Source: an optimization exercise on an open RTL-to-GDS flow (aim: small area, a short achievable clock period and few clock cycles). Production flows keep margins and buffers that such runs may drop.
At most, simulation tests tie the RTL to the original design; equivalence was not proved.
For runs 5 to 7, only the layout was checked, not whether the RTL still works.
Power and IR drop assume default switching activity.

<file path="flow/run.sh">
#!/bin/bash
# synth_recipe.tcl (not shown) runs the flow's synth.tcl, then flattens the netlist and writes it again
# the make line also repeats each setting of config.mk as NAME=value (left out here)
make -C /OpenROAD-flow-scripts/flow DESIGN_CONFIG=/design/flow/config.mk WORK_HOME=/design/flow/orfs CLKGATE_MAP_FILE= SYNTH_SCRIPT=/design/flow/synth_recipe.tcl finish
</file>
<file path="flow/config.mk">
export PLATFORM = sky130hd
export DESIGN_NAME = pcmdf_dec
export DESIGN_NICKNAME = pcmdf_dec
export VERILOG_FILES = /design/flow/design.v
export SDC_FILE = /design/flow/constraint.sdc
export NUM_CORES = 4
export LEC_CHECK = 0
export CAP_MARGIN = 20
export CORE_MARGIN = 2
export CORE_UTILIZATION = 40
export PLACE_DENSITY = 0.6
export SETUP_SLACK_MARGIN = 5
export SLEW_MARGIN = 20
</file>
<file path="flow/constraint.sdc">
create_clock -name core_clock -period 8.0 [get_ports {clk}]
set_input_delay 1.6000 -clock core_clock [delete_from_list [all_inputs] [get_ports {clk}]]
set_output_delay 1.6000 -clock core_clock [all_outputs]
set_load 0.01 [all_outputs]
</file>
<file path="flow/design.v">
module pcmdf_dec (
    input  wire        clk,
    input  wire        rst,
    input  wire        start,
    input  wire [15:0] cfg_len,
    input  wire [15:0] cfg_fps,
    input  wire        cfg_fps_set,
    input  wire        cfg_extract,
    output wire        idle,
    input  wire        in_valid,
    output reg         in_ready,
    input  wire [31:0] in_data,
    output reg         out_valid,
    input  wire        out_ready,
    output reg  [1:0]  out_type,
    output reg  [31:0] out_data,
    output reg  [2:0]  out_nbytes,
    output reg         out_tp,
    output reg  [63:0] out_ts,
    output reg  [15:0] out_hdr,
    output reg         out_ss,
    output reg  [31:0] out_sync,
    output reg  [15:0] out_sfid,
    output reg  [15:0] out_plen,
    output wire [2:0]  out_status,
    output reg  [15:0] out_offset,
    output reg  [15:0] out_count,
    output reg  [31:0] out_mode_word
);
    localparam [1:0] T_HDR = 2'd0, T_PAY = 2'd1, T_END = 2'd2;
    localparam [2:0] PH_MODE  = 3'd0,   
                     PH_TP    = 3'd1,   
                     PH_REC   = 3'd2,   
                     PH_DRAIN = 3'd3,   
                     PH_SHORT = 3'd4;   
    reg        busy;
    reg [2:0]  phase;
    reg [1:0]  status;
    reg        fpsv_l;      
    reg        xbad;        
    reg [15:0] lrem;        
    reg        lnz;         
    reg        lw;          
    reg [17:0] bfit;        
    reg        fit1;        
    reg [15:0] shr;         
    reg [15:0] hl;          
    reg        rl0, rl1;    
    reg [3:0]  fi;          
    reg [15:0] hold;        
    reg        hv;          
    reg        df;          
    reg        tsh;         
    reg [31:0] sk;          
    reg        skv;
    assign out_status = {1'b0, status};
    assign idle       = !busy;
    wire out_free = !out_valid || out_ready;
    wire acc      = in_valid && in_ready;
    wire go       = (skv || acc) && out_free;
    wire [31:0] w = skv ? sk : in_data;
    wire [13:0] lrem_q = lrem[15:2] - 14'd1;
    wire [15:0] h0 = w[15:0];
    wire [15:0] h1 = w[31:16];
    wire        x  = out_ss;
    wire        odd = out_plen[0];      
    wire        rec = (phase == PH_REC);
    wire        rlast0 = rl0;                     
    wire        rlast1 = rl1;                     
    wire [3:0]  fi1 = (fi == 4'd8) ? 4'd8 : fi + 4'd1;
    wire [3:0]  f1  = rlast0 ? 4'd0 : fi1;
    wire        p0  = x ? (fi >= 4'd8) : (fi >= 4'd5);
    wire        p1  = x ? (f1 >= 4'd8) : (f1 >= 4'd5);
    wire        start0 = (fi == 4'd0);
    wire        nofit0 = start0 && bfit[17];
    wire        nofit1 = rlast0 && !fit1;
    wire        bad0   = start0 && xbad;
    wire        par  = shr[0] ^ hl[0];            
    wire [15:0] E    = par ? h1 : h0;
    wire [15:0] O    = par ? h0 : h1;
    wire [3:0]  idxE = par ? fi1 : fi;
    wire [3:0]  idxO = par ? fi : fi1;
    wire        vE   = !(rlast0 && par);          
    wire        vO   = !(rlast0 && !par);
    wire        ts_bad = (idxO == 4'd3) && vO && (O == 16'hFFFF) &&
                         (out_ts[31:0] == 32'hFFFF_FFFF) &&
                         (par ? (out_ts[47:32] == 16'hFFFF) : (E == 16'hFFFF));
    wire        hdr_w = x ? ((idxO == 4'd7) && vO) : ((idxE == 4'd4) && vE);
    wire        pay_beat = hv ? p0 : (p0 && !hdr_w);
    wire        hv_n     = (hdr_w && p1) || (hv && p0 && p1) || (!hv && !p0 && p1);
    wire [2:0]  nb_rec   = hv ? (!p0 ? (odd ? 3'd1 : 3'd2) : (rlast0 && odd) ? 3'd3 : 3'd4)
                              : (rlast0 ? (odd ? 3'd1 : 3'd2) : ((rlast1 && odd) ? 3'd3 : 3'd4));
    wire [17:0] bfit_n = bfit - ((phase == PH_MODE) ? 18'd14 : 18'd4);
    reg        busy_n, lnz_n, skv_n;
    reg [2:0]  phase_n;
    reg        end_now;
    always @* begin
        skv_n   = skv ? !out_free : (acc && !out_free);
        busy_n  = busy;
        lnz_n   = lnz;
        phase_n = phase;
        end_now = 1'b0;
        if (!busy) begin
            if (start) begin
                busy_n  = 1'b1;
                lnz_n   = (cfg_len != 16'd0);
                phase_n = (cfg_len < 16'd4) ? PH_SHORT : PH_MODE;
            end
        end else begin
            if (phase == PH_SHORT && out_free)
                phase_n = PH_DRAIN;
            if (go) begin
                lnz_n = !lw;
                case (phase)
                    PH_MODE:  phase_n = w[20] ? PH_TP : (fpsv_l ? PH_REC : PH_DRAIN);
                    PH_REC:   if (nofit0 || bad0 || ts_bad || nofit1) phase_n = PH_DRAIN;
                    PH_DRAIN: end_now = lw && !df;
                    default: ;
                endcase
            end else if (!lnz && !skv && !df && out_free && phase != PH_SHORT) begin
                end_now = 1'b1;
            end
            if (end_now)
                busy_n = 1'b0;
        end
    end
    always @(posedge clk) begin
        if (rst) begin
            busy      <= 1'b0;
            out_valid <= 1'b0;
            df        <= 1'b0;
            skv       <= 1'b0;
            in_ready  <= 1'b0;
            phase     <= PH_MODE;
        end else begin
            busy     <= busy_n;
            lnz      <= lnz_n;
            skv      <= skv_n;
            phase    <= phase_n;
            in_ready <= busy_n && lnz_n && !skv_n && (phase_n != PH_SHORT);
            if (out_valid && out_ready)
                out_valid <= 1'b0;
            if (acc && !out_free)
                sk <= in_data;
            if (!busy) begin
                if (start) begin
                    fpsv_l   <= cfg_fps_set;
                    xbad     <= cfg_extract && (cfg_fps < 16'd6);
                    out_ss   <= cfg_extract;
                    out_plen <= cfg_extract ? cfg_fps - 16'd6 : cfg_fps;
                    shr      <= ({1'b0, cfg_fps} + 17'd9) >> 1;
                    bfit     <= {2'b00, cfg_len} - {2'b00, cfg_fps};
                    lrem     <= cfg_len;
                    lw       <= (cfg_len <= 16'd4);
                    hv       <= 1'b0;
                    df       <= 1'b0;
                    tsh      <= 1'b0;
                end
            end else begin
                if (phase == PH_SHORT && out_free) begin
                    status        <= 2'd1;
                    out_offset    <= 16'd0;
                    out_count     <= 16'd0;
                    out_mode_word <= 32'd0;
                end
                if (df && out_free) begin
                    out_valid  <= 1'b1;
                    out_type   <= T_PAY;
                    out_data   <= {h0, hold};
                    out_nbytes <= odd ? 3'd1 : 3'd2;
                    df         <= 1'b0;
                    hv         <= 1'b0;
                end
                if (go) begin
                    lrem <= lw ? 16'd0 : {lrem_q, lrem[1:0]};
                    lw   <= (lrem[15:3] == 13'd0) || (lrem == 16'd8);
                    bfit <= bfit_n;
                    fit1 <= !bfit_n[17] && (bfit_n[16:1] != 16'd0);
                    hold <= h1;
                    out_data <= hv ? {h0, hold} : w;
                    case (phase)
                        PH_MODE: begin
                            out_mode_word <= w;
                            fi            <= 4'd0;
                            hl            <= shr;
                            rl0           <= 1'b0;
                            rl1           <= 1'b0;
                            out_tp        <= w[20];
                            if (w[20]) begin
                                out_valid  <= 1'b1;
                                out_type   <= T_HDR;
                                out_plen   <= {lrem_q, lrem[1:0]};
                                out_offset <= lrem;
                                out_count  <= 16'd1;
                                status     <= 2'd0;
                            end else begin
                                out_offset <= 16'd4;
                                out_count  <= 16'd0;
                                status     <= fpsv_l ? 2'd0 : 2'd2;
                            end
                        end
                        PH_TP: begin
                            out_valid  <= 1'b1;
                            out_type   <= T_PAY;
                            out_nbytes <= lw ? {1'b0, lrem[1:0]} : 3'd4;
                            if (lw && lrem[1:0] == 2'd0)
                                out_nbytes <= 3'd4;
                        end
                        PH_REC: begin
                            fi  <= rlast0 ? 4'd1 : rlast1 ? 4'd0 : (fi >= 4'd6) ? 4'd8 : fi + 4'd2;
                            hl  <= rlast0 ? shr - 16'd1 : rlast1 ? shr : hl - 16'd2;
                            rl0 <= !rlast0 && !rlast1 && (hl == 16'd2);
                            rl1 <= !rlast0 && !rlast1 && (hl == 16'd3);
                            if (tsh)
                                out_ts[15:0] <= hold;
                            else if (idxE == 4'd0 && vE)
                                out_ts[15:0] <= E;
                            if (idxO == 4'd1 && vO) out_ts[31:16] <= O;
                            if (idxE == 4'd2 && vE) out_ts[47:32] <= E;
                            if (idxO == 4'd3 && vO) out_ts[63:48] <= O;
                            if (idxE == 4'd4 && vE) out_hdr <= E;
                            if (idxO == 4'd5 && vO) out_sync[31:16] <= O;
                            if (idxE == 4'd6 && vE) out_sync[15:0]  <= E;
                            if (idxO == 4'd7 && vO) out_sfid <= O;
                            tsh <= rlast0;
                            out_nbytes <= nb_rec;
                            hv <= hv_n;
                            df <= hv_n && rlast1;
                            if (hdr_w) begin
                                out_type <= T_HDR;
                                if (!ts_bad && !bad0)
                                    out_valid <= 1'b1;
                            end else begin
                                out_type <= T_PAY;
                                if (pay_beat)
                                    out_valid <= 1'b1;
                            end
                            if ((rlast0 || rlast1) && !ts_bad) begin
                                out_count  <= out_count + 16'd1;
                                out_offset <= out_offset + {shr[14:0], 1'b0} + 16'd2;
                            end
                            if ((bad0 && !nofit0) || ts_bad) begin
                                status    <= 2'd3;
                                out_count <= 16'd0;
                            end
                        end
                        PH_DRAIN: begin
                            if (lw && !df) begin
                                out_valid <= 1'b1;
                                out_type  <= T_END;
                            end
                        end
                        default: ;
                    endcase
                end else if (!lnz && !skv && !df && out_free && phase != PH_SHORT) begin
                    out_valid <= 1'b1;
                    out_type  <= T_END;
                end
            end
        end
    end
endmodule
</file>
==> results of run 1 <==
## registers in the layout, summed over array words and instances, names as in the netlist, 2 cells and up
register / cells
out_data: 32
out_plen: 16
phase: 3
status: 2
shr: 16
fi: 4
out_mode_word: 32
out_hdr: 16
out_type: 2
sk: 32
hold: 16
hl: 16
lrem: 16
bfit: 17
out_offset: 16
out_sfid: 16
out_count: 16
out_sync: 32
out_ts: 64
out_nbytes: 3
## worst paths after layout
path                       start                 endpoint  slack, ns  depth (start not counted)
max                  in_data[23]  out_count[15]$_DFFE_PP_       4.69                         12
min          phase[0]$_SDFF_PP0_      phase[0]$_SDFF_PP0_       0.55                          2
max reg2reg       skv$_SDFF_PP0_  out_count[15]$_DFFE_PP_       4.76                         11
min reg2reg  phase[0]$_SDFF_PP0_      phase[0]$_SDFF_PP0_       0.55                          2
## what timing repair did
| item | in CTS | in global routing |
|---|---|---|
| setup buffers | 112 | 35 |
| setup endpoints to repair | 700 | 233 |
| cloned | 13 | 1 |
| resized for setup | 691 | 117 |
| pin swaps | 105 | 77 |
## where the power goes
| group | internal [mW] | switching (mW) | leakage, nW |
|---|---|---|---|
| combinational | 0.297 | 0.404 | 6.22 |
| sequential | 2.28 | 0.0484 | 3.48 |
| clock | 1.20 | 0.847 | 0.698 |
## cells in the mapped netlist, types with 14 or more instances
library cell	instances	area [um^2]
ha_1	57	713
mux2_2	32	360
edfxtp_1	375	11300
nand3_1	92	460
o2bb2ai_1	14	123
a21oi_1	127	636
a31oi_1	22	138
nor2_1	153	574
mux2i_1	32	320
nand2_1	148	556
nor4_1	18	113
xor2_1	27	236
clkbuf_1	64	240
xnor2_1	59	517
or3_1	16	100
inv_1	76	285
nor3_1	52	260
o21ai_0	115	576
nand4_1	37	231
## through the flow
step                 util  power, mW
global route        0.567       5.23
finish              0.567       5.07
global placement    0.489       2.93
floorplan               -       2.70
detailed placement  0.489       2.94
CTS                 0.555       5.05
## routing by layer
metal  up-vias  routed length (um)  part of all wire
li1       7777                   -                 -
met2       808               34400              0.47
met3       108                5760             0.079
met5         -                   0                 0
met4         0                2020             0.028
met1      8647               31000              0.42
## cell type report
type,count,area share
sequential,383,0.404
multi-input combinational,1262,0.336
timing repair inverter,1,0.000265
tap,672,0.0297
antenna,4,0.000354
clock buffer,53,0.0397
timing repair buffer,499,0.166
inverter,76,0.0121
clock inverter,23,0.0114
## kinds of logic (layout without fill, tap and decap cells)
kind of cell / Yosys count / count (layout) / synth area share
AOI/OAI and AO/OA: 432 / 433 / 0.137
xor gates and xnor gates: 87 / 87 / 0.0383
adders and majority gates: 59 / 59 / 0.0375
buffers and inverters: 166 / 652 / 0.0332
DFF: 383 / 383 / 0.569
muxes: 70 / 70 / 0.0377
other: 1 / 5 / 0.000187
and+or+nand+nor: 607 / 612 / 0.147
## tightest hold or removal path, delay by kind of cell, from the launching register on
| family | cells | cell delay (ns) |
|---|---|---|
| DFF | 1 | 0.37 |
| AOI/OAI and AO/OA | 1 | 0.08 |
| and+or+nand+nor | 1 | 0.07 |
==> results.yml, run 1 <==
synth:
  ys_seq_area_frac: 0.569
  yosys_warnings: 1
  synth_nets: 1935
  synth_edf_count: 375
  syn_inst: 1805
  syn-cell-area_um2: 20100
  postSynth.asyncResetShare: 0
  synth_cell_types: 87
  synth-seq-cells: 383
  synth_ff_type: "edfxtp_1"
  syn_area_per_cell_um2: 11.1
timing:
  timing.final.crit_share: 0.413
  final.setup.tns_ns: 0
  fmax_ghz: 0.302
  layout_min_cycle_time_ns: 3.31
  setup_viol: 0
  hold_viol: 0
  skew_ns: 0.0335
  hold_slack_ns: 0.552
  slew_violations: 0
  maxSlewHeadroom: 0.296
  worstMarginPinSlew_ns: 1.03
  timing.final.ws_setup_ns: 4.69
  rsz0062_at_grt: "true"
clock_tree:
  cts_tree: "yes"
  clk_latency_ns: 0.60
  htreeDepth: 2
  cts_hold_buf: 0
  clock_path_buffers: 3
  clk_pin_slew_worst_paths_ns: 0.07
  cts_root_buffer: "clkbuf_16"
  cts.sinks: 383
  cts_inserted_buffers: 42
grt:
  grt_max_degree: 66
  top_usage_layer: "met2"
  grt_use_met3: 0.0506
  grt_pass1_wl_mm: 107
  grt_pass1_vias: 16400
  antenna_found_initial: 4
  overflow: 0
  met2_usage: 0.438
  track_usage: 0.272
  grtUsageMet1: 0.375
layout:
  final_layout_size_suffix_gt1_frac: 0.242
  layout_common_cells: "edfxtp_1, dlygate4sd2_1, nor2_1, nand2_1, buf_4"
  final_common_cell: "edfxtp_1"
  layout.cells.non_filler: 2973
  multi_input_area_um2: 9490
  syn2layout_area_growth_pct: 40.9
  fin_area_um2: 28300
  nNetsFinal: 2395
  fillerInstances: 4191
  seqCellArea_um2: 11400
run_status:
  status: "finished clean"
worst_setup_path:
  critPathLaunchType: "input port"
  required_ns: 8.32
  critPathCaptureType: "flip-flop"
  worstPathArrival_ns: 3.63
  cp_common_cell: "buf_4"
  crit_fanout: 6
  crit_buf_inv: 4
  cp_cell_sequence: "buf_2 > mux2_4 > nand2_4 > a2111oi_4 > buf_4 > a21o_1 > buf_4 > nand4_1 > buf_6 > nand2_8 > o311a_1 > a211o_1"
  slowest_delay_ns: 0.40
  slowest_stage: "o311a_1"
  crit_family: "compound AO/OA/AOI/OAI gates"
  crit_type: "in2reg"
power:
  p_per_area_nw_per_um2: 179
  vdd_drop_max_v: 0.000144
  p_leak_nw: 10.4
route:
  drc: 0
  via_per_inst: 5.83
  routed_wl_mm: 73.2
  dr.pass1.iters: 6
  vias: 17300
  ant_nets: 0
  wl_per_cell_um: 24.6
  dr.first_iter.drc_count: 1954
placement:
  gp_congestion: 0.922
  placed_cell_area_um2: 24400
  dp_hpwl_mm: 50.7
  pre_cts_ws_ns: 3.27
  dp_cells: 2732
  portBuffers: 322
hold_path:
  holdCritPathClass: "reg2reg"
floorplanning:
  die_w_um: 228
  die-height_um: 228
  fp.coreArea_um2: 49900
  io_pins: 324
  dieArea_um2: 52000
  start_util: 0.402
  rows: 82
run:
  cap_viol_max_count: 0
Testbench counts, summed over its fixed seeds: cycles 18,738.
==> inputs of run 2 (changes only) <==
--- a/flow/config.mk
+++ b/flow/config.mk
@@ -10,4 +10,4 @@
 export CORE_UTILIZATION = 40
 export PLACE_DENSITY = 0.6
-export SETUP_SLACK_MARGIN = 5
+export SETUP_SLACK_MARGIN = 4.5
 export SLEW_MARGIN = 20
==> results.yml, run 2 <==
synth:
  synth_nets: 1935
  yosysMostFrequentCell: "edfxtp_1"
  yosys_warnings: 1
  post-synth-top-area-cell: "edfxtp_1"
  synth-compound-area-share: 0.137
  ys_seq_area_frac: 0.569
  syn_inst: 1805
  yosys-top-cells-area: "edfxtp_1, ha_1, a21oi_1, o21ai_0, nor2_1"
  netlist.area_leader.share: 0.561
  synth_edf_count: 375
  synth_top_family_by_area: "simple AND/OR/NAND/NOR gates"
  synth-xor-area-share: 0.0383
  muxShareOfSynthArea: 0.0377
  synth-seq-cells: 383
  ys_top_cells_by_count: "edfxtp_1, nor2_1, nand2_1"
  synth_cell_types: 87
  synth_ff_type: "edfxtp_1"
  synth-simple-area-share: 0.147
  syn_area_per_cell_um2: 11.1
  syn-cell-area_um2: 20100
  postSynth.asyncResetShare: 0
  synthAdderAreaFrac: 0.0375
grt:
  grt_max_degree: 66
  grt_pass1_wl_mm: 103
  antenna_found_initial: 5
  track_usage: 0.259
  overflow: 0
  grt_pass1_vias: 15800
layout:
  final_layout_size_suffix_gt1_frac: 0.137
  nNetsFinal: 2293
  largest_reg_flops: 64
  syn2layout_area_growth_pct: 33.4
  layout_common_cells: "edfxtp_1, clkdlybuf4s50_1, nor2_1, nand2_1, a21oi_1"
  largest-register: "out_ts"
  final_common_cell: "edfxtp_1"
  fin_area_um2: 26800
  layout.cells.non_filler: 2875
power:
  sw_frac_of_total: 0.256
  p_int_mw: 3.71
  vdd_drop_max_v: 0.000167
  clkPwrFrac: 0.411
  p_comb_frac: 0.122
  p_leak_nw: 9.37
  power.switching_mw: 1.28
  p_per_area_nw_per_um2: 186
  seq_power_share: 0.467
hold_path:
  min_from: "hold[10]$_DFFE_PP_"
  holdCritPathClass: "reg2reg"
floorplanning:
  fp.coreArea_um2: 49900
  dieArea_um2: 52000
  die-height_um: 228
  rows: 82
  io_pins: 324
  die_w_um: 228
  start_util: 0.402
timing:
  maxSlewHeadroom: 0.358
  fmax_ghz: 0.286
  skew_ns: 0.0340
  hold_viol: 0
  setup_viol: 0
  layout_min_cycle_time_ns: 3.49
  rsz0062_at_grt: "true"
  timing.final.ws_setup_ns: 4.51
  timing.final.crit_share: 0.437
  slew_violations: 0
  final.setup.tns_ns: 0
  hold_slack_ns: 0.569
  worstMarginPinSlew_ns: 0.963
worst_setup_path:
  critPathLaunchType: "input port"
  crit_fanout: 3
  critPathCaptureType: "flip-flop"
  slowest_stage: "a2111oi_4"
  crit_buf_inv: 4
  crit_family: "compound AO/OA/AOI/OAI gates"
  worstPathArrival_ns: 3.82
  r2r-start: "hl[0]$_DFFE_PP_"
  cp-startpoint: "in_data[24]"
  required_ns: 8.32
  slowest_delay_ns: 0.38
  cp_common_cell: "buf_4"
  crit_type: "in2reg"
  cp_cell_sequence: "clkdlybuf4s15_1 > nor2b_4 > nand4_1 > a2111oi_4 > buf_4 > a21o_1 > buf_4 > buf_4 > nand2_4 > or2_4 > nor4b_1 > a211o_1"
placement:
  dp_hpwl_mm: 50.6
  gp_congestion: 0.915
  dp_cells: 2731
  pre_cts_ws_ns: 3.03
  placed_cell_area_um2: 24100
  portBuffers: 322
route:
  via_per_inst: 5.83
  wl_per_cell_um: 24.3
  dr.first_iter.drc_count: 1835
  dr.pass1.iters: 9
  routed_wl_mm: 70.0
  ant_nets: 0
  vias: 16800
  drc: 0
clock_tree:
  cts.sinks: 383
  cts_tree: "yes"
  clk_latency_ns: 0.60
  clk_pin_slew_worst_paths_ns: 0.06
  cts_inserted_buffers: 44
  cts_root_buffer: "clkbuf_16"
  htreeDepth: 2
  clock_path_buffers: 3
run:
  cap_viol_max_count: 0
run_status:
  status: "finished clean"
-- run 2: cell counts after synthesis --
Identical to the previous run, type by type.
-- run 2: final timing paths --
kind,slack [ns],depth (start not counted),endpoint
setup / recovery,4.51,12,out_count[15]$_DFFE_PP_
hold / removal,0.57,2,out_data[10]$_DFFE_PP_
setup reg to reg,4.62,9,out_offset[5]$_DFFE_PP_
hold reg to reg,0.57,2,out_data[10]$_DFFE_PP_
-- run 2: power groups by stage --
stage                     Combinational (mW)  Sequential, mW  Clock (mW)
after floorplan                        0.325            2.36           0
after CTS                              0.592            2.33        2.07
after global routing                   0.655            2.34        2.15
after global placement                 0.548            2.37           0
after detailed placement               0.554            2.37           0
final                                  0.608            2.33        2.05
-- run 2: metrics by stage --
stage,util,power [mW]
2_1_floorplan,-,2.68
3_3_place_gp,0.484,2.92
3_5_place_dp,0.484,2.93
4_1_cts,0.530,4.99
5_1_grt,0.537,5.14
6_report,0.537,4.99
-- run 2: area by class of cell --
| type | count | area, um^2 |
|---|---|---|
| well taps | 672 | 841 |
| clock inverters | 28 | 317 |
| repair buffers | 397 | 3990 |
| repair inverters | 1 | 7.51 |
| multi-input cells | 1260 | 8740 |
| diodes | 5 | 12.5 |
| fillers | 4434 | 23100 |
| inverters | 76 | 298 |
| clock buffers | 53 | 1130 |
| flip-flops and latches | 383 | 11400 |
-- run 2: what timing repair did --
| action | 4_1_cts | 5_1_grt |
|---|---|---|
| hold buffers | 0 | 0 |
| hold endpoints to repair | 0 | 0 |
| endpoints found under the setup margin | 328 | 177 |
| buffers inserted | 35 | 16 |
| pin swaps | 38 | 26 |
| cloned | 7 | 0 |
| resized for setup | 142 | 55 |
-- run 2: kinds of logic after synthesis --
| family | Yosys count |
|---|---|
| AO/OA/AOI/OAI | 432 |
| multiplexers | 70 |
| other | 1 |
| adder cells (fa/ha/maj) | 59 |
| buffers and inverters | 166 |
| AND/OR/NAND/NOR | 607 |
| XOR/XNOR | 87 |
| flip-flops | 383 |
-- run 2: worst reg2reg max path, cell delays in order, from the launching register on --
cell	delay, ns
edfxtp_1	0.52
xor2_2	0.20
buf_4	0.27
or3_1	0.51
a21o_1	0.29
a2111oi_4	0.36
and4_4	0.40
nor2_4	0.13
mux2_4	0.35
o221ai_1	0.16
-- run 2: per-layer routing --
metal  part of all wire  track usage  vias up
li1                   -            -     7581
met1               0.43        0.362     8287
met2               0.47        0.410      815
met3              0.079       0.0495       92
met4              0.029       0.0778        0
met5                  0            0        -
==> inputs of run 3 (changes only) <==
==> flow/flow/run.sh (new file) <==
#!/bin/bash
# The standard layout (standard synthesis, floorplan, place, CTS, route),
# with the smallest buffer on each input and output port instead of the
# default port buffer cell. Each tool's output goes to its log here.
set -euo pipefail
export BUFFER_PORTS_ARGS="-buffer_cell sky130_fd_sc_hd__buf_1"
bash standard.sh synth > synth.log 2>&1
bash standard.sh finish > layout.log 2>&1
==> flow/standard.sh (new file) <==
#!/bin/bash
# synth_recipe.tcl (not shown) runs the flow's synth.tcl, then flattens the netlist and writes it again
# the make line also repeats each setting of config.mk as NAME=value (left out here)
make -C /OpenROAD-flow-scripts/flow DESIGN_CONFIG=/design/flow/config.mk WORK_HOME=/design/flow/orfs CLKGATE_MAP_FILE= SYNTH_SCRIPT=/design/flow/synth_recipe.tcl "${@:-finish}"
--- a/flow/config.mk
+++ b/flow/config.mk
@@ -8,6 +8,6 @@
 export CAP_MARGIN = 20
 export CORE_MARGIN = 2
-export CORE_UTILIZATION = 40
-export PLACE_DENSITY = 0.6
+export CORE_UTILIZATION = 60
+export PLACE_DENSITY = 0.75
 export SETUP_SLACK_MARGIN = 4.5
 export SLEW_MARGIN = 20
removed: flow/run.sh
==> results.yml, run 3 <==
floorplanning:
  fp.coreArea_um2: 32700
  start_util: 0.614
  dieArea_um2: 34900
  die_w_um: 187
  rows: 66
  die-height_um: 187
  io_pins: 324
synth:
  ys_top_cells_by_count: "edfxtp_1, nor2_1, nand2_1"
  synth-simple-area-share: 0.147
  post-synth-top-area-cell: "edfxtp_1"
  yosys_warnings: 1
  syn-cell-area_um2: 20100
  synth-compound-area-share: 0.137
  ys_seq_area_frac: 0.569
  yosysMostFrequentCell: "edfxtp_1"
  muxShareOfSynthArea: 0.0377
  synthAdderAreaFrac: 0.0375
  syn_area_per_cell_um2: 11.1
  synth-xor-area-share: 0.0383
  syn_inst: 1805
  synth_cell_types: 87
  postSynth.asyncResetShare: 0
  synth_nets: 1935
  synth_top_family_by_area: "simple AND/OR/NAND/NOR gates"
  yosys-top-cells-area: "edfxtp_1, ha_1, a21oi_1, o21ai_0, nor2_1"
  synth_edf_count: 375
  synth-seq-cells: 383
  synth_ff_type: "edfxtp_1"
  netlist.area_leader.share: 0.561
power:
  vdd_drop_max_v: 0.000155
  p_per_area_nw_per_um2: 205
  p_leak_nw: 7.87
  finalPower_mw: 4.80
route:
  via_per_inst: 6.49
  drc: 0
  wl_per_cell_um: 23.9
  dr.pass1.iters: 8
  vias: 16700
  ant_nets: 0
  dr.first_iter.drc_count: 1838
  routed_wl_mm: 61.5
timing:
  slew_violations: 0
  hold_viol: 0
  hold_slack_ns: 0.555
  rsz0062_at_grt: "true"
  worstMarginPinSlew_ns: 1.09
  maxSlewHeadroom: 0.269
  fmax_ghz: 0.287
  setup_viol: 0
  timing.final.crit_share: 0.435
  skew_ns: 0.0109
  layout_min_cycle_time_ns: 3.48
  final.setup.tns_ns: 0
placement:
  dp_hpwl_mm: 44.7
  gp_congestion: 0.945
  portBuffers: 322
  dp_cells: 2492
clock_tree:
  cts_tree: "yes"
  cts_hold_buf: 0
  cts_inserted_buffers: 40
  clock_path_buffers: 3
  htreeDepth: 2
  cts.sinks: 383
  cts_root_buffer: "clkbuf_16"
  clk_pin_slew_worst_paths_ns: 0.06
  clk_latency_ns: 0.55
grt:
  overflow: 0
  track_usage: 0.344
  grt_pass1_wl_mm: 92.2
  antenna_found_initial: 3
  grt_pass1_vias: 15500
  grt_max_degree: 66
worst_setup_path:
  required_ns: 8.30
  worstPathArrival_ns: 3.78
  crit_type: "in2reg"
  crit_fanout: 11
  critPathCaptureType: "flip-flop"
  critPathLaunchType: "input port"
  reg2reg_slack_ns: 4.57
layout:
  largest-register: "out_ts"
  syn2layout_area_growth_pct: 16.7
  layout_common_cells: "edfxtp_1, buf_1, nand2_1, nor2_1, a21oi_1"
  largest_reg_flops: 64
  final_common_cell: "edfxtp_1"
  layout.cells.non_filler: 2574
  final_layout_size_suffix_gt1_frac: 0.0939
  nNetsFinal: 2231
run_status:
  status: "finished clean"
run:
  cap_viol_max_count: 0
hold_path:
  holdCritPathClass: "reg2reg"
[run 3: worst max-delay path, stage by stage]
cell and delay [ns]:
buf_1 0.11, mux2i_2 0.44, mux2i_4 0.16, nand3_1 0.20
a2111oi_4 0.05, nand4_1 0.18, buf_4 0.17, nand2_2 0.17
o311a_1 0.43, a211o_1 0.26
[run 3: final timing paths]
path | from | to | cells past startpoint
min reg2reg | hold[14]$_DFFE_PP_ | out_data[14]$_DFFE_PP_ | 2
max reg2reg | skv$_SDFF_PP0_ | out_count[15]$_DFFE_PP_ | 10
max | in_data[30] | out_count[15]$_DFFE_PP_ | 10
min | hold[14]$_DFFE_PP_ | out_data[14]$_DFFE_PP_ | 2
[run 3: cells by family after synthesis]
| kind of cell | Yosys count |
|---|---|
| compound gates | 432 |
| fa+ha+maj | 59 |
| other cells | 1 |
| mux | 70 |
| buf+inv | 166 |
| simple gates | 607 |
| xor+xnor | 87 |
| flops | 383 |
[run 3: metal layers]
metal  GRT usage  up-vias  routed length [um]
li1            -     7432                   -
met1       0.455     7979               23400
met2       0.572     1117               29500
met3      0.0544      169                5880
met4       0.141        4                2680
met5           0        -                  29
[run 3: timing repair]
item                       in CTS  in global routing
cloned                          1                  1
resized for setup              26                 30
setup endpoints to repair     209                176
pin swaps                       1                  4
buffers inserted                1                  4
[run 3: power breakdown]
part,switching (mW),internal [mW]
logic,0.334,0.181
registers,0.0537,2.28
clock network,0.781,1.17
total,1.17,3.63
[run 3: stage by stage]
stage               area [um^2]  utilization  worst slack (ns)
floorplan                 20300            -              4.37
global placement          21700        0.665              3.58
detailed placement        21700        0.665              3.45
CTS                       23200        0.710              4.34
global route              23400        0.716              4.42
finish                    23400        0.716              4.52
[run 3: final cells by class]
cell class / instances / area [um^2]
clock buffers: 46 / 1050
clock inverters: 26 / 309
flip-flops and latches: 383 / 11400
fillers: 2447 / 9280
repair buffers: 342 / 1420
well taps: 442 / 553
diodes: 1 / 2.50
inverters: 76 / 298
multi-input cells: 1257 / 8360
repair inverters: 1 / 5.00
==> inputs of run 4 (changes only) <==
--- a/flow/config.mk
+++ b/flow/config.mk
@@ -8,6 +8,6 @@
 export CAP_MARGIN = 20
 export CORE_MARGIN = 2
-export CORE_UTILIZATION = 60
-export PLACE_DENSITY = 0.75
+export CORE_UTILIZATION = 40
+export PLACE_DENSITY = 0.6
 export SETUP_SLACK_MARGIN = 4.5
 export SLEW_MARGIN = 20
==> results.yml, run 4 <==
timing:
  hold_slack_ns: 0.562
  worstMarginPinSlew_ns: 1.03
  setup_viol: 0
  fmax_ghz: 0.282
  maxSlewHeadroom: 0.312
  timing.final.crit_share: 0.444
  final.setup.tns_ns: 0
  layout_min_cycle_time_ns: 3.55
  skew_ns: 0.0269
  hold_viol: 0
  timing.final.ws_setup_ns: 4.45
  slew_violations: 0
  rsz0062_at_grt: "true"
clock_tree:
  clock_path_buffers: 3
  cts_tree: "yes"
  cts.sinks: 383
  htreeDepth: 2
  clk_pin_slew_worst_paths_ns: 0.06
  cts_inserted_buffers: 43
  cts_root_buffer: "clkbuf_16"
  clk_latency_ns: 0.59
  cts_hold_buf: 0
power:
  p_leak_nw: 8.00
  finalPower_mw: 4.87
  p_per_area_nw_per_um2: 202
  p_int_mw: 3.61
  vdd_drop_max_v: 0.000154
  power.switching_mw: 1.26
  seq_power_share: 0.478
  p_comb_frac: 0.108
  sw_frac_of_total: 0.258
  clkPwrFrac: 0.414
worst_setup_path:
  critPathCaptureType: "flip-flop"
  crit_fanout: 11
  slowest_stage: "mux2i_1"
  cp_cell_sequence: "buf_1 > mux2i_1 > a2111oi_4 > a21o_1 > nand4_1 > buf_4 > nand2_2 > o311a_1 > a211o_1"
  crit_type: "in2reg"
  required_ns: 8.34
  reg2reg_slack_ns: 4.50
  worstPathArrival_ns: 3.89
  slowest_delay_ns: 0.57
  rr_worst_depth: 9
  critPathLaunchType: "input port"
layout:
  fin_area_um2: 24000
  final_layout_size_suffix_gt1_frac: 0.109
  largest_reg_flops: 64
  syn2layout_area_growth_pct: 19.8
  largest-register: "out_ts"
  fillerInstances: 4659
  layout_common_cells: "edfxtp_1, buf_1, nand2_1, nor2_1, a21oi_1"
  nNetsFinal: 2254
  final_common_cell: "edfxtp_1"
placement:
  portBuffers: 322
  placed_cell_area_um2: 22100
  dp_hpwl_mm: 48.8
  pre_cts_ws_ns: 3.23
  gp_congestion: 0.909
route:
  via_per_inst: 5.78
  drc: 0
  wl_per_cell_um: 23.2
  routed_wl_mm: 66.0
  dr.first_iter.drc_count: 1523
  dr.pass1.iters: 5
  ant_nets: 0
  vias: 16400
synth:
  synth_cell_types: 87
  synth_edf_count: 375
  yosysMostFrequentCell: "edfxtp_1"
  ys_top_cells_by_count: "edfxtp_1, nor2_1, nand2_1"
  post-synth-top-area-cell: "edfxtp_1"
  ys_seq_area_frac: 0.569
  postSynth.asyncResetShare: 0
  synth_ff_type: "edfxtp_1"
  syn_inst: 1805
  yosys_warnings: 1
  yosys-top-cells-area: "edfxtp_1, ha_1, a21oi_1, o21ai_0, nor2_1"
  netlist.area_leader.share: 0.561
  synth-seq-cells: 383
  syn_area_per_cell_um2: 11.1
  synth_nets: 1935
  syn-cell-area_um2: 20100
floorplanning:
  die_w_um: 228
  die-height_um: 228
  fp.coreArea_um2: 49900
  dieArea_um2: 52000
  rows: 82
  io_pins: 324
  start_util: 0.402
grt:
  grt_pass1_vias: 15200
  grt_max_degree: 66
  grt_pass1_wl_mm: 97.2
  track_usage: 0.245
  antenna_found_initial: 11
  overflow: 0
hold_path:
  holdCritPathClass: "reg2reg"
  holdPathStages: 2
run_status:
  status: "finished clean"
run:
  cap_viol_max_count: 0
run 4: cell counts after synthesis:
No cell type changed its count.
run 4: timing repair:
item / CTS / global route
cloned: 1 / 2
gates resized for setup: 26 / 36
setup buffers: 1 / 17
endpoints found under the hold margin: 0 / 0
setup endpoints to repair: 210 / 174
pin swaps: 1 / 13
run 4: logic make-up after synthesis:
kind of cell,share of synthesized area
DFF,0.569
AOI/OAI and AO/OA,0.137
buffers and inverters,0.0332
and+or+nand+nor,0.147
other,0.000187
muxes,0.0377
xor gates and xnor gates,0.0383
adders and majority gates,0.0375
run 4: power groups by stage:
| stage | sequential (mW) | clock (mW) | combinational [mW] |
|---|---|---|---|
| floorplan | 2.36 | 0 | 0.325 |
| global placement | 2.37 | 0 | 0.493 |
| detailed placement | 2.37 | 0 | 0.502 |
| CTS | 2.33 | 2.03 | 0.510 |
| global route | 2.33 | 2.11 | 0.577 |
| finish | 2.33 | 2.01 | 0.526 |
run 4: final timing paths:
kind                     start                      end
max                in_data[16]  out_count[15]$_DFFE_PP_
min          hold[3]$_DFFE_PP_    out_data[3]$_DFFE_PP_
max reg2reg     skv$_SDFF_PP0_  out_count[15]$_DFFE_PP_
min reg2reg  hold[3]$_DFFE_PP_    out_data[3]$_DFFE_PP_
run 4: critical path, delay by kind of cell:
family	cells	cell delay, ns
multiplexers	1	0.57
AND/OR/NAND/NOR	2	0.38
buffers and inverters	2	0.26
AO/OA/AOI/OAI	4	1.06
run 4: metal layers:
metal | up-vias | wire length (um) | GRT usage
li1 | 7503 | - | -
met1 | 8011 | 28200 | 0.346
met2 | 797 | 30500 | 0.381
met3 | 95 | 5430 | 0.0425
met4 | 4 | 1900 | 0.0817
met5 | - | 31 | 0
run 4: cell type report:
| class | instances | area, um^2 | share of cell area |
|---|---|---|---|
| Antenna cell | 9 | 22.5 | 0.000937 |
| Clock buffer | 51 | 1130 | 0.0469 |
| Clock inverter | 29 | 292 | 0.0121 |
| Inverter | 76 | 298 | 0.0124 |
| Multi-Input combinational cell | 1258 | 8410 | 0.350 |
| Sequential cell | 383 | 11400 | 0.476 |
| Tap cell | 672 | 841 | 0.0350 |
| Timing Repair Buffer | 361 | 1610 | 0.0669 |
| Timing Repair inverter | 1 | 5.00 | 0.000208 |
run 4: metrics by stage:
| stage | instances | util |
|---|---|---|
| 4_1_cts | 2810 | 0.474 |
| 6_report | 2840 | 0.482 |
| 3_3_place_gp | 2728 | 0.443 |
| 5_1_grt | 2838 | 0.482 |
| 3_5_place_dp | 2728 | 0.443 |
| 2_1_floorplan | 1805 | - |
==> inputs of run 5 (changes only) <==
--- a/flow/design.v
+++ b/flow/design.v
@@ -42,5 +42,5 @@
     reg        lnz;         
     reg        lw;          
-    reg [17:0] bfit;        
+    reg        fit0;        
     reg        fit1;        
     reg [15:0] shr;         
@@ -73,5 +73,5 @@
     wire        p1  = x ? (f1 >= 4'd8) : (f1 >= 4'd5);
     wire        start0 = (fi == 4'd0);
-    wire        nofit0 = start0 && bfit[17];
+    wire        nofit0 = start0 && !fit0;
     wire        nofit1 = rlast0 && !fit1;
     wire        bad0   = start0 && xbad;
@@ -91,5 +91,5 @@
     wire [2:0]  nb_rec   = hv ? (!p0 ? (odd ? 3'd1 : 3'd2) : (rlast0 && odd) ? 3'd3 : 3'd4)
                               : (rlast0 ? (odd ? 3'd1 : 3'd2) : ((rlast1 && odd) ? 3'd3 : 3'd4));
-    wire [17:0] bfit_n = bfit - ((phase == PH_MODE) ? 18'd14 : 18'd4);
+    wire [17:0] fit_d  = {2'b00, lrem} + {17'd0, odd} - {1'b0, shr, 1'b0} - 18'd6;
     reg        busy_n, lnz_n, skv_n;
     reg [2:0]  phase_n;
@@ -150,5 +150,4 @@
                     out_plen <= cfg_extract ? cfg_fps - 16'd6 : cfg_fps;
                     shr      <= ({1'b0, cfg_fps} + 17'd9) >> 1;
-                    bfit     <= {2'b00, cfg_len} - {2'b00, cfg_fps};
                     lrem     <= cfg_len;
                     lw       <= (cfg_len <= 16'd4);
@@ -175,6 +174,6 @@
                     lrem <= lw ? 16'd0 : {lrem_q, lrem[1:0]};
                     lw   <= (lrem[15:3] == 13'd0) || (lrem == 16'd8);
-                    bfit <= bfit_n;
-                    fit1 <= !bfit_n[17] && (bfit_n[16:1] != 16'd0);
+                    fit0 <= !fit_d[17];
+                    fit1 <= !fit_d[17] && (fit_d[16:1] != 16'd0);
                     hold <= h1;
                     out_data <= hv ? {h0, hold} : w;
--- a/flow/config.mk
+++ b/flow/config.mk
@@ -8,6 +8,6 @@
 export CAP_MARGIN = 20
 export CORE_MARGIN = 2
-export CORE_UTILIZATION = 40
-export PLACE_DENSITY = 0.6
+export CORE_UTILIZATION = 60
+export PLACE_DENSITY = 0.75
 export SETUP_SLACK_MARGIN = 4.5
 export SLEW_MARGIN = 20
==> results.yml, run 5 <==
timing:
  setup_viol: 0
  rsz0062_at_grt: "true"
  timing.final.crit_share: 0.443
  maxSlewHeadroom: 0.283
  layout_min_cycle_time_ns: 3.54
  slew_violations: 0
  skew_ns: 0.0133
  hold_viol: 0
  hold_slack_ns: 0.583
  final.setup.tns_ns: 0
  worstMarginPinSlew_ns: 1.08
  fmax_ghz: 0.282
hold_path:
  holdCritPathClass: "reg2reg"
run:
  cap_viol_max_count: 0
floorplanning:
  io_pins: 324
  die_w_um: 184
  dieArea_um2: 33900
  die-height_um: 184
  start_util: 0.613
  fp.coreArea_um2: 31700
  rows: 65
clock_tree:
  clk_pin_slew_worst_paths_ns: 0.06
  cts_tree: "yes"
  cts_root_buffer: "clkbuf_16"
  cts_hold_buf: 0
  htreeDepth: 2
  cts.sinks: 367
  cts_inserted_buffers: 39
  clock_path_buffers: 3
  clk_latency_ns: 0.53
grt:
  overflow: 0
  antenna_found_initial: 2
  grt_pass1_vias: 15100
  grt_pass1_wl_mm: 90.5
  grt_max_degree: 72
  track_usage: 0.356
synth:
  syn-cell-area_um2: 19400
  netlist.area_leader.share: 0.554
  synth_edf_count: 359
  syn_inst: 1762
  synth-seq-cells: 367
  postSynth.asyncResetShare: 0
  yosysMostFrequentCell: "edfxtp_1"
  ys_seq_area_frac: 0.563
  yosys_warnings: 1
  yosys-top-cells-area: "edfxtp_1, ha_1, a21oi_1, nor2_1, mux2i_1"
  post-synth-top-area-cell: "edfxtp_1"
  synth_nets: 1904
  ys_top_cells_by_count: "edfxtp_1, nor2_1, a21oi_1"
  syn_area_per_cell_um2: 11.0
  synth_cell_types: 72
  synth_ff_type: "edfxtp_1"
power:
  p_leak_nw: 7.87
  seq_power_share: 0.493
  clkPwrFrac: 0.391
  power.switching_mw: 1.15
  p_comb_frac: 0.116
  vdd_drop_max_v: 0.000163
  sw_frac_of_total: 0.255
  p_int_mw: 3.35
  p_per_area_nw_per_um2: 195
worst_setup_path:
  slowest_delay_ns: 0.55
  crit_buf_inv: 2
  crit_family: "simple AND/OR/NAND/NOR gates"
  critPathCaptureType: "flip-flop"
  cp_common_cell: "a31oi_4"
  crit_fanout: 7
  slowest_stage: "or4_1"
  crit_type: "in2reg"
  worstPathArrival_ns: 3.81
  cp_cell_sequence: "buf_1 > mux2i_2 > or4_1 > nor2_2 > a31oi_4 > or4_4 > buf_4 > a31oi_4 > o211ai_1"
  required_ns: 8.27
  critPathLaunchType: "input port"
route:
  ant_nets: 0
  wl_per_cell_um: 24.7
  vias: 16600
  drc: 0
  dr.pass1.iters: 5
  routed_wl_mm: 62.0
  via_per_inst: 6.58
  dr.first_iter.drc_count: 2024
layout:
  syn2layout_area_growth_pct: 18.5
  final_common_cell: "edfxtp_1"
  final_layout_size_suffix_gt1_frac: 0.100
  layout_common_cells: "edfxtp_1, buf_1, nor2_1, a21oi_1, inv_1"
  largest-register: "out_ts"
  largest_reg_flops: 64
  fillerInstances: 2236
  nNetsFinal: 2224
placement:
  dp_hpwl_mm: 44.0
  gp_congestion: 0.973
  portBuffers: 322
run_status:
  status: "finished clean"
[run 5: metrics by stage]
stage,instances,area (um^2),util,worst slack (ns),power [mW]
2_1_floorplan,1762,19700,-,4.33,2.57
5_1_grt,2514,23000,0.726,4.35,4.62
6_report,2515,23000,0.726,4.46,4.50
4_1_cts,2492,22700,0.715,4.39,4.48
3_3_place_gp,2409,21100,0.667,3.26,2.73
3_5_place_dp,2409,21100,0.667,3.21,2.75
[run 5: metal layers]
metal	up-vias	part of all wire	global-route usage
met4	0	0.065	0.207
met5	-	0	0
met2	1125	0.48	0.589
met3	208	0.096	0.0596
li1	7357	-	-
met1	7861	0.36	0.443
[run 5: logic make-up (layout without fill, tap and decap cells)]
family / Yosys count / count (layout) / share of synthesized area
AOI/OAI and AO/OA: 427 / 427 / 0.139
xor gates and xnor gates: 64 / 64 / 0.0288
adders and majority gates: 71 / 71 / 0.0461
buffers and inverters: 193 / 537 / 0.0394
DFF: 367 / 367 / 0.563
muxes: 71 / 71 / 0.0382
other: 1 / 3 / 0.000193
and+or+nand+nor: 568 / 573 / 0.145
[run 5: area by class of cell]
cell class	count	area, um^2	share of cell area
repair buffers	369	1700	0.0736
clock buffers	50	1050	0.0455
inverters	98	377	0.0163
clock inverters	20	176	0.00766
flip-flops and latches	367	10900	0.475
multi-input cells	1207	8290	0.360
diodes	2	5.00	0.000217
well taps	402	503	0.0218
[run 5: path summary, 6_finish.rpt]
check                           slack, ns                         from                           to  cells after the start
worst max register to register       4.52               skv$_SDFF_PP0_       out_count[0]$_DFFE_PP_                      9
worst min-delay path                 0.58  out_mode_word[16]$_DFFE_PP_  out_mode_word[16]$_DFFE_PP_                      2
worst min register to register       0.58  out_mode_word[16]$_DFFE_PP_  out_mode_word[16]$_DFFE_PP_                      2
worst max-delay path                 4.46                   in_data[3]       out_count[0]$_DFFE_PP_                      9
[run 5: timing repair]
action                                  4_1_cts  5_1_grt
setup buffers                                10       17
cloned                                        3        3
endpoints found under the setup margin      166      165
resized for setup                            31       32
pin swaps                                     8       14
[run 5: power by group through the flow]
stage / Combinational [mW] / Clock [mW] / Sequential (mW)
after floorplan: 0.327 / 0 / 2.24
after global placement: 0.478 / 0 / 2.26
after detailed placement: 0.490 / 0 / 2.26
after CTS: 0.497 / 1.76 / 2.22
after global routing: 0.567 / 1.84 / 2.22
final: 0.521 / 1.76 / 2.22
[run 5: worst min-delay path: cells and delay by family, from the launching register on]
kind | cells | cell delay, ns
AOI/OAI and AO/OA | 1 | 0.07
and+or+nand+nor | 1 | 0.06
DFF | 1 | 0.34
==> inputs of run 6 (changes only) <==
--- a/flow/config.mk
+++ b/flow/config.mk
@@ -9,4 +9,5 @@
 export CORE_MARGIN = 2
 export CORE_UTILIZATION = 60
+export CTS_BUF_LIST = sky130_fd_sc_hd__clkbuf_4 sky130_fd_sc_hd__clkbuf_8
 export PLACE_DENSITY = 0.75
 export SETUP_SLACK_MARGIN = 4.5
==> results.yml, run 6 <==
worst_setup_path:
  slowest_delay_ns: 0.60
  crit_type: "in2reg"
  required_ns: 8.38
  worstPathArrival_ns: 3.91
  cp_common_cell: "a31oi_4"
  slowest_stage: "or4_4"
  cp_cell_sequence: "buf_1 > mux2i_4 > or4_1 > nor2_2 > a31oi_4 > or4_4 > buf_12 > a31oi_4 > o211ai_1"
  crit_fanout: 8
  critPathLaunchType: "input port"
  critPathCaptureType: "flip-flop"
clock_tree:
  cts_inserted_buffers: 59
  cts.sinks: 367
  clk_latency_ns: 0.67
  cts_root_buffer: "clkbuf_8"
  cts_tree: "yes"
  clk_pin_slew_worst_paths_ns: 0.06
  cts_hold_buf: 0
  htreeDepth: 2
  clock_path_buffers: 3
floorplanning:
  die_w_um: 184
  start_util: 0.613
  fp.coreArea_um2: 31700
  dieArea_um2: 33900
  io_pins: 324
  rows: 65
  die-height_um: 184
route:
  vias: 16500
  wl_met2_mm: 29.6
  wl_met3_mm: 5.88
  dr.pass1.iters: 7
  routed_wl_mm: 61.5
  via_per_inst: 6.51
  wl_per_cell_um: 24.2
  drc: 0
  wl_met1_mm: 22.2
  dr.first_iter.drc_count: 2167
  ant_nets: 0
  top_layer_used: "met4"
timing:
  slew_violations: 0
  skew_ns: 0.0374
  timing.final.ws_setup_ns: 4.47
  final.setup.tns_ns: 0
  fmax_ghz: 0.284
  timing.final.crit_share: 0.441
  rsz0062_at_grt: "false"
  hold_slack_ns: 0.588
  hold_viol: 0
  setup_viol: 0
  layout_min_cycle_time_ns: 3.53
  worstMarginPinSlew_ns: 1.08
  maxSlewHeadroom: 0.277
layout:
  largest_reg_flops: 64
  largest-register: "out_ts"
  fin_area_um2: 22800
  syn2layout_area_growth_pct: 17.3
  final_common_cell: "edfxtp_1"
  layout_common_cells: "edfxtp_1, buf_1, nor2_1, a21oi_1, inv_1"
  nNetsFinal: 2235
  final_layout_size_suffix_gt1_frac: 0.109
synth:
  synth_ff_type: "edfxtp_1"
  synth-seq-cells: 367
  syn_inst: 1762
  netlist.area_leader.share: 0.554
  synth_nets: 1904
  ys_top_cells_by_count: "edfxtp_1, nor2_1, a21oi_1"
  yosys-top-cells-area: "edfxtp_1, ha_1, a21oi_1, nor2_1, mux2i_1"
  postSynth.asyncResetShare: 0
  synth_cell_types: 72
  yosysMostFrequentCell: "edfxtp_1"
  post-synth-top-area-cell: "edfxtp_1"
  syn-cell-area_um2: 19400
  ys_seq_area_frac: 0.563
  synth_edf_count: 359
  syn_area_per_cell_um2: 11.0
  yosys_warnings: 1
power:
  p_per_area_nw_per_um2: 192
  p_leak_nw: 7.83
  vdd_drop_max_v: 0.000141
placement:
  gp_congestion: 0.973
  pre_cts_ws_ns: 3.21
  placed_cell_area_um2: 21100
  dp_hpwl_mm: 44.0
  portBuffers: 322
run:
  cap_viol_max_count: 0
run_status:
  status: "finished clean"
grt:
  grt_pass1_wl_mm: 89.4
  grt_max_degree: 72
  track_usage: 0.351
  grt_pass1_vias: 15100
  overflow: 0
  antenna_found_initial: 2
hold_path:
  holdCritPathClass: "reg2reg"
-- run 6: cell counts after synthesis --
Identical to the previous run, type by type.
-- run 6: worst paths after layout --
kind,depth (start not counted),startpoint,end,slack [ns]
min,2,out_mode_word[11]$_DFFE_PP_,out_mode_word[11]$_DFFE_PP_,0.59
max,9,in_data[4],out_count[0]$_DFFE_PP_,4.47
min reg2reg,2,out_mode_word[11]$_DFFE_PP_,out_mode_word[11]$_DFFE_PP_,0.59
max reg2reg,9,skv$_SDFF_PP0_,out_count[0]$_DFFE_PP_,4.54
-- run 6: worst max-delay path, delay by kind of cell --
| kind | cells | cell delay, ns |
|---|---|---|
| AO/OA/AOI/OAI | 3 | 0.48 |
| buffers and inverters | 2 | 0.36 |
| multiplexers | 1 | 0.12 |
| AND/OR/NAND/NOR | 3 | 1.34 |
-- run 6: layout make-up --
class | instances | area [um^2]
Sequential cell | 367 | 10900
Multi-Input combinational cell | 1204 | 8220
Fill cell | 2319 | 8900
Tap cell | 402 | 503
Clock inverter | 27 | 200
Timing Repair Buffer | 363 | 1600
Antenna cell | 2 | 5.00
Clock buffer | 80 | 970
Inverter | 98 | 377
-- run 6: timing repair --
item	CTS	global route
setup buffers	7	15
endpoints found under the setup margin	134	133
gates cloned	0	2
resized for setup	13	39
hold endpoints to repair	0	0
pin swaps	4	4
-- run 6: kinds of logic after synthesis --
logic type                 after synthesis  share of synthesized area
muxes                                   71                     0.0382
DFF                                    367                      0.563
other                                    1                   0.000193
xor gates and xnor gates                64                     0.0288
buffers and inverters                  193                     0.0394
adders and majority gates               71                     0.0461
and+or+nand+nor                        568                      0.145
AOI/OAI and AO/OA                      427                      0.139
-- run 6: report_power, final --
group	switching [mW]	internal [mW]
sequential	0.0481	2.17
clock	0.779	0.858
combinational	0.335	0.182
total	1.16	3.21
-- run 6: stage by stage --
stage,util,total power [mW],std cells
global placement,0.667,2.73,2409
global route,0.719,4.50,2541
detailed placement,0.667,2.75,2409
CTS,0.708,4.35,2523
finish,0.719,4.37,2543
floorplan,-,2.57,1762
-- run 6: layer usage --
metal  vias up  track usage
li1       7383            -
met1      7878        0.433
met2      1088        0.588
met3       194       0.0598
met4         0        0.197
met5         -            0
==> inputs of run 7 (changes only) <==
--- a/flow/design.v
+++ b/flow/design.v
@@ -54,9 +54,12 @@
     reg [31:0] sk;          
     reg        skv;
+    reg        endp;        
     assign out_status = {1'b0, status};
-    assign idle       = !busy;
+    wire   hdr_wait   = out_valid && (out_type == T_HDR);
+    assign idle       = !busy && !hdr_wait;
     wire out_free = !out_valid || out_ready;
+    wire slot     = out_free && !endp;        
     wire acc      = in_valid && in_ready;
-    wire go       = (skv || acc) && out_free;
+    wire go       = (skv || acc) && slot;
     wire [31:0] w = skv ? sk : in_data;
     wire [13:0] lrem_q = lrem[15:2] - 14'd1;
@@ -89,25 +92,31 @@
     wire        pay_beat = hv ? p0 : (p0 && !hdr_w);
     wire        hv_n     = (hdr_w && p1) || (hv && p0 && p1) || (!hv && !p0 && p1);
+    wire        df_n     = (go && rec) ? (hv_n && rlast1) : (df && !out_free);
     wire [2:0]  nb_rec   = hv ? (!p0 ? (odd ? 3'd1 : 3'd2) : (rlast0 && odd) ? 3'd3 : 3'd4)
                               : (rlast0 ? (odd ? 3'd1 : 3'd2) : ((rlast1 && odd) ? 3'd3 : 3'd4));
     wire [17:0] fit_d  = {2'b00, lrem} + {17'd0, odd} - {1'b0, shr, 1'b0} - 18'd6;
-    reg        busy_n, lnz_n, skv_n;
+    reg        busy_n, lnz_n, skv_n, endp_n, short_n;
     reg [2:0]  phase_n;
     reg        end_now;
     always @* begin
-        skv_n   = skv ? !out_free : (acc && !out_free);
+        skv_n   = skv ? !slot : (acc && !slot);
         busy_n  = busy;
         lnz_n   = lnz;
         phase_n = phase;
+        short_n = (phase == PH_SHORT);
+        endp_n  = endp && !out_free;
         end_now = 1'b0;
         if (!busy) begin
-            if (start) begin
+            if (start && !hdr_wait) begin
                 busy_n  = 1'b1;
                 lnz_n   = (cfg_len != 16'd0);
-                phase_n = (cfg_len < 16'd4) ? PH_SHORT : PH_MODE;
+                short_n = (cfg_len < 16'd4);
+                phase_n = short_n ? PH_SHORT : PH_MODE;
             end
         end else begin
-            if (phase == PH_SHORT && out_free)
+            if (phase == PH_SHORT && slot) begin
                 phase_n = PH_DRAIN;
+                short_n = 1'b0;
+            end
             if (go) begin
                 lnz_n = !lw;
@@ -118,9 +127,11 @@
                     default: ;
                 endcase
-            end else if (!lnz && !skv && !df && out_free && phase != PH_SHORT) begin
-                end_now = 1'b1;
-            end
-            if (end_now)
+            end
+            if (end_now) begin
                 busy_n = 1'b0;
+            end else if (!lnz_n && !df_n && !short_n) begin
+                busy_n = 1'b0;
+                endp_n = 1'b1;
+            end
         end
     end
@@ -132,4 +143,5 @@
             skv       <= 1'b0;
             in_ready  <= 1'b0;
+            endp      <= 1'b0;
             phase     <= PH_MODE;
         end else begin
@@ -138,11 +150,16 @@
             skv      <= skv_n;
             phase    <= phase_n;
-            in_ready <= busy_n && lnz_n && !skv_n && (phase_n != PH_SHORT);
+            endp     <= endp_n;
+            in_ready <= busy_n && lnz_n && !skv_n && !short_n;
             if (out_valid && out_ready)
                 out_valid <= 1'b0;
-            if (acc && !out_free)
+            if (acc && !slot)
                 sk <= in_data;
+            if (endp && out_free) begin
+                out_valid <= 1'b1;
+                out_type  <= T_END;
+            end
             if (!busy) begin
-                if (start) begin
+                if (start && !hdr_wait) begin
                     fpsv_l   <= cfg_fps_set;
                     xbad     <= cfg_extract && (cfg_fps < 16'd6);
@@ -157,5 +174,5 @@
                 end
             end else begin
-                if (phase == PH_SHORT && out_free) begin
+                if (phase == PH_SHORT && slot) begin
                     status        <= 2'd1;
                     out_offset    <= 16'd0;
@@ -168,7 +185,7 @@
                     out_data   <= {h0, hold};
                     out_nbytes <= odd ? 3'd1 : 3'd2;
-                    df         <= 1'b0;
                     hv         <= 1'b0;
                 end
+                df <= df_n;
                 if (go) begin
                     lrem <= lw ? 16'd0 : {lrem_q, lrem[1:0]};
@@ -225,5 +242,4 @@
                             out_nbytes <= nb_rec;
                             hv <= hv_n;
-                            df <= hv_n && rlast1;
                             if (hdr_w) begin
                                 out_type <= T_HDR;
@@ -252,7 +268,4 @@
                         default: ;
                     endcase
-                end else if (!lnz && !skv && !df && out_free && phase != PH_SHORT) begin
-                    out_valid <= 1'b1;
-                    out_type  <= T_END;
                 end
             end
==> results.yml, run 7 <==
clock_tree:
  cts_tree: "yes"
  cts.sinks: 368
  clock_path_buffers: 3
  clk_latency_ns: 0.64
  clk_pin_slew_worst_paths_ns: 0.06
  cts_inserted_buffers: 59
  cts_root_buffer: "clkbuf_8"
  htreeDepth: 2
power:
  p_leak_nw: 7.94
  vdd_drop_max_v: 0.000150
  p_per_area_nw_per_um2: 201
worst_setup_path:
  worstPathArrival_ns: 3.89
  required_ns: 8.39
  r2r-end: "out_offset[2]$_DFFE_PP_"
  cp-startpoint: "in_data[24]"
  reg2reg_slack_ns: 4.65
  r2r-start: "skv$_SDFF_PP0_"
  crit_type: "in2reg"
  critPathLaunchType: "input port"
  rr_worst_depth: 8
  critPathCaptureType: "flip-flop"
  crit_fanout: 13
route:
  vias: 16100
  dr.pass1.iters: 6
  drc: 0
  wl_per_cell_um: 23.1
  ant_nets: 0
  routed_wl_mm: 59.3
  via_per_inst: 6.28
  dr.first_iter.drc_count: 1616
floorplanning:
  rows: 65
  io_pins: 324
  start_util: 0.611
  dieArea_um2: 33800
  die_w_um: 184
  die-height_um: 184
  fp.coreArea_um2: 31700
synth:
  synth-seq-cells: 368
  ys_seq_area_frac: 0.565
  synth_cell_types: 75
  synth_nets: 1922
  post-synth-top-area-cell: "edfxtp_1"
  ys_top_cells_by_count: "edfxtp_1, nor2_1, nand2_1"
  syn_area_per_cell_um2: 10.9
  synth_top_family_by_area: "simple AND/OR/NAND/NOR gates"
  synth_edf_count: 359
  yosys_warnings: 1
  synthAdderAreaFrac: 0.0462
  syn_inst: 1780
  synth-simple-area-share: 0.144
  yosysMostFrequentCell: "edfxtp_1"
  synth-xor-area-share: 0.0334
  yosys-top-cells-area: "edfxtp_1, ha_1, a21oi_1, nor2_1, o21ai_0"
  synth_ff_type: "edfxtp_1"
  syn-cell-area_um2: 19400
  synth-compound-area-share: 0.131
  postSynth.asyncResetShare: 0
  netlist.area_leader.share: 0.556
  muxShareOfSynthArea: 0.0390
layout:
  final_common_cell: "edfxtp_1"
  multi_input_area_um2: 8000
  final_layout_size_suffix_gt1_frac: 0.110
  fillerInstances: 2331
  largest_reg_flops: 64
  fin_area_um2: 22700
  largest-register: "out_ts"
  layout_common_cells: "edfxtp_1, buf_1, nor2_1, nand2_1, a21oi_1"
  syn2layout_area_growth_pct: 16.9
  seqCellArea_um2: 11000
  nNetsFinal: 2260
  fin_util: 0.715
placement:
  dp_hpwl_mm: 42.9
  gp_congestion: 0.941
  portBuffers: 322
  placed_cell_area_um2: 21100
grt:
  grt_pass1_wl_mm: 87.1
  grt_pass1_vias: 15200
  grt_max_degree: 73
  track_usage: 0.341
  overflow: 0
  antenna_found_initial: 1
hold_path:
  holdCritPathClass: "reg2reg"
  min_to: "out_data[2]$_DFFE_PP_"
  holdPathStages: 2
  min_from: "hold[2]$_DFFE_PP_"
run:
  cap_viol_max_count: 0
timing:
  timing.final.crit_share: 0.437
  worstMarginPinSlew_ns: 1.11
  setup_viol: 0
  slew_violations: 0
  layout_min_cycle_time_ns: 3.50
  skew_ns: 0.0368
  rsz0062_at_grt: "true"
  final.setup.tns_ns: 0
  hold_viol: 0
  fmax_ghz: 0.286
  maxSlewHeadroom: 0.257
run_status:
  status: "finished clean"
-- run 7: changes by cell type in the layout (fill, tap and decap cells not counted), moves of 9 or more --
cell       change
inv_1         +16
nand3b_1       -9
o21ai_0       +16
nand4_1       -18
nand2_1       +52
o22ai_1       +16
xor2_1        +18
mux2_2        +10
o2bb2ai_1     -12
-- run 7: metrics by stage --
stage	total power [mW]	hold WS [ns]	worst slack [ns]	std cells
after floorplan	2.69	0.508	4.16	1780
after CTS	4.53	0.574	4.45	2557
after global placement	2.88	0.546	3.18	2439
final	4.55	0.581	4.50	2569
after global routing	4.71	0.600	4.43	2569
after detailed placement	2.90	0.558	3.07	2439
-- run 7: what timing repair did --
action                                  in CTS  in global routing
resized for setup                           19                 14
endpoints found under the setup margin     169                145
setup buffers                                8                  7
hold buffers                                 0                  0
pin swaps                                    2                  5
gates cloned                                 1                  3
-- run 7: worst max path at each step --
stage                                          to  cells after the start
after global placement            endp$_SDFF_PP0_                     10
after floorplan              out_ts[16]$_DFFE_PP_                      7
after CTS                         hl[0]$_DFFE_PP_                      7
after detailed placement          endp$_SDFF_PP0_                     10
after global routing      out_count[15]$_DFFE_PP_                     10
final                     out_offset[2]$_DFFE_PP_                      9
-- run 7: cells by family after synthesis --
kind of cell | count (synthesis)
xor+xnor | 73
buf+inv | 200
simple gates | 584
fa+ha+maj | 71
mux | 70
other cells | 1
compound gates | 413
flops | 368
-- run 7: cell type report --
cell class / count / share of cell area
flip-flops and latches: 368 / 0.484
clock inverters: 26 / 0.00833
clock buffers: 83 / 0.0443
diodes: 1 / 0.000110
well taps: 402 / 0.0222
repair buffers: 360 / 0.0693
multi-input cells: 1216 / 0.353
inverters: 113 / 0.0192
-- run 7: critical path, stage by stage --
cell	delay, ns
buf_1	0.12
mux2i_1	0.09
buf_4	0.19
or4_1	0.47
a21oi_1	0.15
a31oi_1	0.11
and4bb_4	0.51
nor2_2	0.21
a311o_1	0.43
-- run 7: metal layers --
layer / vias to the layer above / global-route usage / share of wire
met5: - / 0 / 0
li1: 7339 / - / -
met3: 196 / 0.0551 / 0.085
met1: 7656 / 0.405 / 0.36
met2: 955 / 0.594 / 0.50
met4: 0 / 0.191 / 0.062
-- run 7: power breakdown --
part | internal (mW) | switching, mW | total (mW)
Sequential | 2.20 | 0.0592 | 2.26
Combinational | 0.226 | 0.403 | 0.629
Clock | 0.881 | 0.779 | 1.66
Total | 3.31 | 1.24 | 4.55

==> re-timing with driven ports <==
How much do the figures lean on ideal ports? The routed layouts below were timed once more, with nothing changed but the port constraints. Step 1: set_driving_cell puts a clkbuf_16 on clk and a buf_2 on each other input, an assumption about the parent block. Step 2, shift: input delay + t, output delay - t, t = (earliest + latest rising clock arrival at the registers) / 2. This alone moves slack from input paths to output paths. Slacks: ideal ports / drivers / drivers and shift; pairs: ideal ports / drivers.
run	t, ns	slack for setup (ns)	worst setup path after step 2	latest minus earliest clock arrival (ns)
run 1	0.647	4.693 / 4.724 / 4.077	input to register	0.034 / 0.033
run 2	0.649	4.506 / 4.487 / 3.859	input to register	0.036 / 0.036
run 3	0.595	4.517 / 4.546 / 3.951	input to register	0.011 / 0.012
run 4	0.641	4.449 / 4.483 / 3.843	input to register	0.027 / 0.027
run 5	0.581	4.457 / 4.474 / 3.892	input to register	0.013 / 0.013
run 6	0.693	4.474 / 4.477 / 3.784	input to register	0.040 / 0.039
run 7	0.675	4.502 / 4.525 / 3.850	input to register	0.039 / 0.040
After both steps every run listed still meets setup and hold. The setup slack of run 6, which loses most, moves by +0.003 ns with the drivers and by -0.690 ns with both steps.
